What follows belongs to an exercise in optimizing a design on an open flow for small area and few clock cycles; a production flow would make more cautious choices. In this exercise RTL edits were held to simulation tests only and were not proved equivalent to the original. Power and IR drop assume default switching activity.

## lane 1
==> flow/design.v (excerpt) <==
module tic_rx (
    input  wire        clk,
    input  wire        rst,
    input  wire        in_valid,
    input  wire [7:0]  in_data,
    output wire        in_ready,
    input  wire        chg_clr,
    output reg         ev_valid,
    output reg  [2:0]  ev_kind,
    output wire [4:0]  ev_field,
    output reg         ev_changed,
    output wire [31:0] ev_value,
    output wire [31:0] rec_easf01,
    output wire [31:0] rec_easf02,
    output wire [31:0] rec_irms1,
    output wire [31:0] rec_urms1,
    output wire [31:0] rec_pref,
    output wire [31:0] rec_sinsts,
    output wire [31:0] rec_ntarf,
    output wire [1:0]  rec_ltarf,
    output wire        peak,
    output wire [17:0] chg,
    output wire [31:0] unk_cnt
);
Size in the first run: about 2100 cells after synthesis, about 410 flip-flops, about 24000 um2 of cells after synthesis.
export LEC_CHECK = 0
export CAP_MARGIN = 20
export CORE_MARGIN = 2
export CORE_UTILIZATION = 40
export SLEW_MARGIN = 20
create_clock -name core_clock -period 20.0 [get_ports {clk}]
standard.sh (not shown) runs the stock make flow with config.mk's settings and CLKGATE_MAP_FILE= SYNTH_SCRIPT=/design/flow/synth_recipe.tcl, a recipe that flattens the netlist after the stock synthesis.
==> flow/flow/run.sh <==
#!/bin/bash
# Standard layout, with the port buffers made from the smallest buffer cell.
set -euo pipefail
export BUFFER_PORTS_ARGS="-buffer_cell sky130_fd_sc_hd__buf_1"
bash standard.sh > standard.log 2>&1
Lane 1: flow completed, timing, DRC and antenna clean
Testbench counts of lane 1, summed over its fixed seeds: cycles 20,863.
Inputs modified between lane 1 and lane 2:
- an added CTS_CLUSTER_DIAMETER of 100
- an added CTS_CLUSTER_SIZE of 22
### Flow results
Total power of lane 2 is lower than that of lane 1. In the flow results for lane 1 and lane 2, the sequential share of layout area is smaller on lane 1. Clock-pin transition on the worst setup and hold timing paths in lane 2 is 0.03 ns higher than in lane 1. Lane 2 vs. lane 1: worst hold margin up 0.0052 ns; latest clock arrival within the worst-skew pair rose 0.02 ns. Lane 1 was larger in final cell area than lane 2. Comparing lane 1 with lane 2, the total sequential power came out essentially unchanged.


exp/yarrow:
Another version of the RTL of tic_rx (not shown whole).
Size in the first run: ~410 flip-flops, ~330 I/O pins, about 20,000 um^2 of cells after synthesis.
export LEC_CHECK = 0
export ABC_AREA = 1
export CAP_MARGIN = 20
export CORE_MARGIN = 2
export CORE_UTILIZATION = 40
export SLEW_MARGIN = 20
create_clock -name core_clock -period 20.0 [get_ports {clk}]
==> flow/flow/run.sh <==
#!/bin/bash
# The standard layout (standard.sh), changed in three ways:
#  - synthesis maps the logic with a stronger ABC area script (flow/area.abc);
#    everything else in synthesis, the registers included, is the standard flow's own;
#  - the port buffers are the smallest buffer cell;
#  - the clock tree uses larger sink clusters and no dummy loads.
set -euo pipefail
here=$PWD
export FLOW_SYNTH_TCL=$here/synth_recipe.tcl
export TIC_ABC_SCRIPT=$here/flow/area.abc
export BUFFER_PORTS_ARGS="-buffer_cell sky130_fd_sc_hd__buf_1"
export CTS_ARGS="-sink_clustering_enable -repair_clock_nets -sink_clustering_size 24 -sink_clustering_max_diameter 140 -dont_use_dummy_load"
sed "s#SYNTH_SCRIPT=[^ ]*#SYNTH_SCRIPT=$here/flow/abc_synth.tcl#" standard.sh > flow_standard.sh
grep -q "SYNTH_SCRIPT=$here/flow/abc_synth.tcl" flow_standard.sh
bash flow_standard.sh > standard.log 2>&1
==> flow/flow/abc_synth.tcl <==
# The standard flow's synthesis script, with ABC's technology mapping run on the area script
# named by TIC_ABC_SCRIPT instead of ORFS's abc_area.script (combinational logic only).
proc abc {args} {
  set i [lsearch $args -script]
  if {$i >= 0} { lset args [expr {$i + 1}] $::env(TIC_ABC_SCRIPT) }
  yosys abc {*}$args
}
source $::env(FLOW_SYNTH_TCL)
==> flow/flow/area.abc <==
strash
&get -n
&fraig -x
&put
scorr
dc2
strash
dch -f
map -a
mfs2
strash
dch -f
map -a
mfs2
strash
dch -f
map -a
mfs2
strash
dch -f
map -a
mfs2
strash
dch -f
map -a
topo
stime -c
dnsize -c
Testbench counts of exp/yarrow, summed over its fixed seeds: cycles 20,888.
Here is what was changed in the inputs of exp/umber compared with exp/yarrow.
# exp/yarrow
export LEC_CHECK = 0
export ABC_AREA = 1
export CAP_MARGIN = 20
export CORE_MARGIN = 2
export CORE_UTILIZATION = 40
export SLEW_MARGIN = 20
create_clock -name core_clock -period 20.0 [get_ports {clk}]
# exp/umber
export LEC_CHECK = 0
export ABC_AREA = 1
export CAP_MARGIN = 20
export CORE_MARGIN = 2
export CORE_UTILIZATION = 60
export SLEW_MARGIN = 20
create_clock -name core_clock -period 20.0 [get_ports {clk}]
-- flow/flow/run.sh --
<<< exp/yarrow, line 12
export CTS_ARGS="-sink_clustering_enable -repair_clock_nets -sink_clustering_size 24 -sink_clustering_max_diameter 140 -dont_use_dummy_load"
>>> exp/umber, line 12
export CTS_ARGS="-sink_clustering_enable -repair_clock_nets -sink_clustering_size 26 -sink_clustering_max_diameter 120 -dont_use_dummy_load"
## What came out
From exp/yarrow to exp/umber the numbers moved as follows: wire length fell by 11 mm; starting density of the core shows an increase of 20 points; post-route cell area moved down; core utilization shows an increase of 22 points; met3 demand-to-capacity share in global routing went up by 3.7 points.
Looking only at number of clock buffers inserted by TritonCTS, and setting everything else aside, the lower value of exp/umber and exp/yarrow goes to exp/umber.
Per the final summary, exp/umber finished and its layout is clean on timing, DRC and antenna.
## Diff of input files: exp/delta against exp/umber
# exp/umber
export LEC_CHECK = 0
export ABC_AREA = 1
export CAP_MARGIN = 20
export CORE_MARGIN = 2
export CORE_UTILIZATION = 60
export SLEW_MARGIN = 20
create_clock -name core_clock -period 20.0 [get_ports {clk}]
# exp/delta
export LEC_CHECK = 0
export ABC_AREA = 1
export CAP_MARGIN = 20
export CORE_MARGIN = 2
export CORE_UTILIZATION = 40
export GPL_TIMING_DRIVEN = 0
export SLEW_MARGIN = 20
create_clock -name core_clock -period 20.0 [get_ports {clk}]
==> run summary <==
- exp/delta against exp/umber: leakage power figure saw an increase; post-layout worst setup margin saw a decrease; per-cell via count in the routed design saw a decrease; worst hold slack saw an increase; fraction of power consumed by combinational cells saw an increase.
- The pre-CTS worst setup slack in exp/delta sits 460 ps below the value recorded for exp/umber.
- Relative to exp/umber, the number of search-and-repair iterations in the first detailed-routing pass of exp/delta is lower by 1.
- The detailed-routing wirelength on met1 in exp/delta sits 6.5 mm above the value recorded for exp/umber.
- From exp/umber to exp/delta the numbers moved as follows: overall power shows an increase of 2.5%, die area shows an increase of 49%.
- Of exp/umber and exp/delta, the lower design area belongs to exp/umber.

==> static timing again, ports no longer ideal <==
No port has a modelled driver above. Below, the same layouts with a new extraction and two added sets of constraints.
Step 1 (the two cells are an assumption about what drives the block):
set clk [get_ports {clk}]
set_driving_cell -lib_cell sky130_fd_sc_hd__clkbuf_16 $clk
set_driving_cell -lib_cell sky130_fd_sc_hd__buf_2 [delete_from_list [all_inputs] $clk]
Step 2, shift: input delay + t, output delay - t, t = (earliest + latest rising clock arrival at the registers) / 2. This alone moves slack from input paths to output paths.
a / b / c = ideal ports / drivers / drivers and shift; a / b = the first two.
run | t (ns) | setup WS [ns] | cell pins on the clock port's net
lane 1 | 0.645 | 3.082 / 3.082 / 3.082 | 1
lane 2 | 0.661 | 3.023 / 3.023 / 3.023 | 1
exp/yarrow | 0.613 | 2.389 / 2.389 / 2.389 | 1
exp/umber | 0.589 | 2.582 / 2.582 / 2.582 | 1
exp/delta | 0.600 | 2.098 / 2.098 / 2.098 | 1
After both steps every run listed still meets setup and hold.
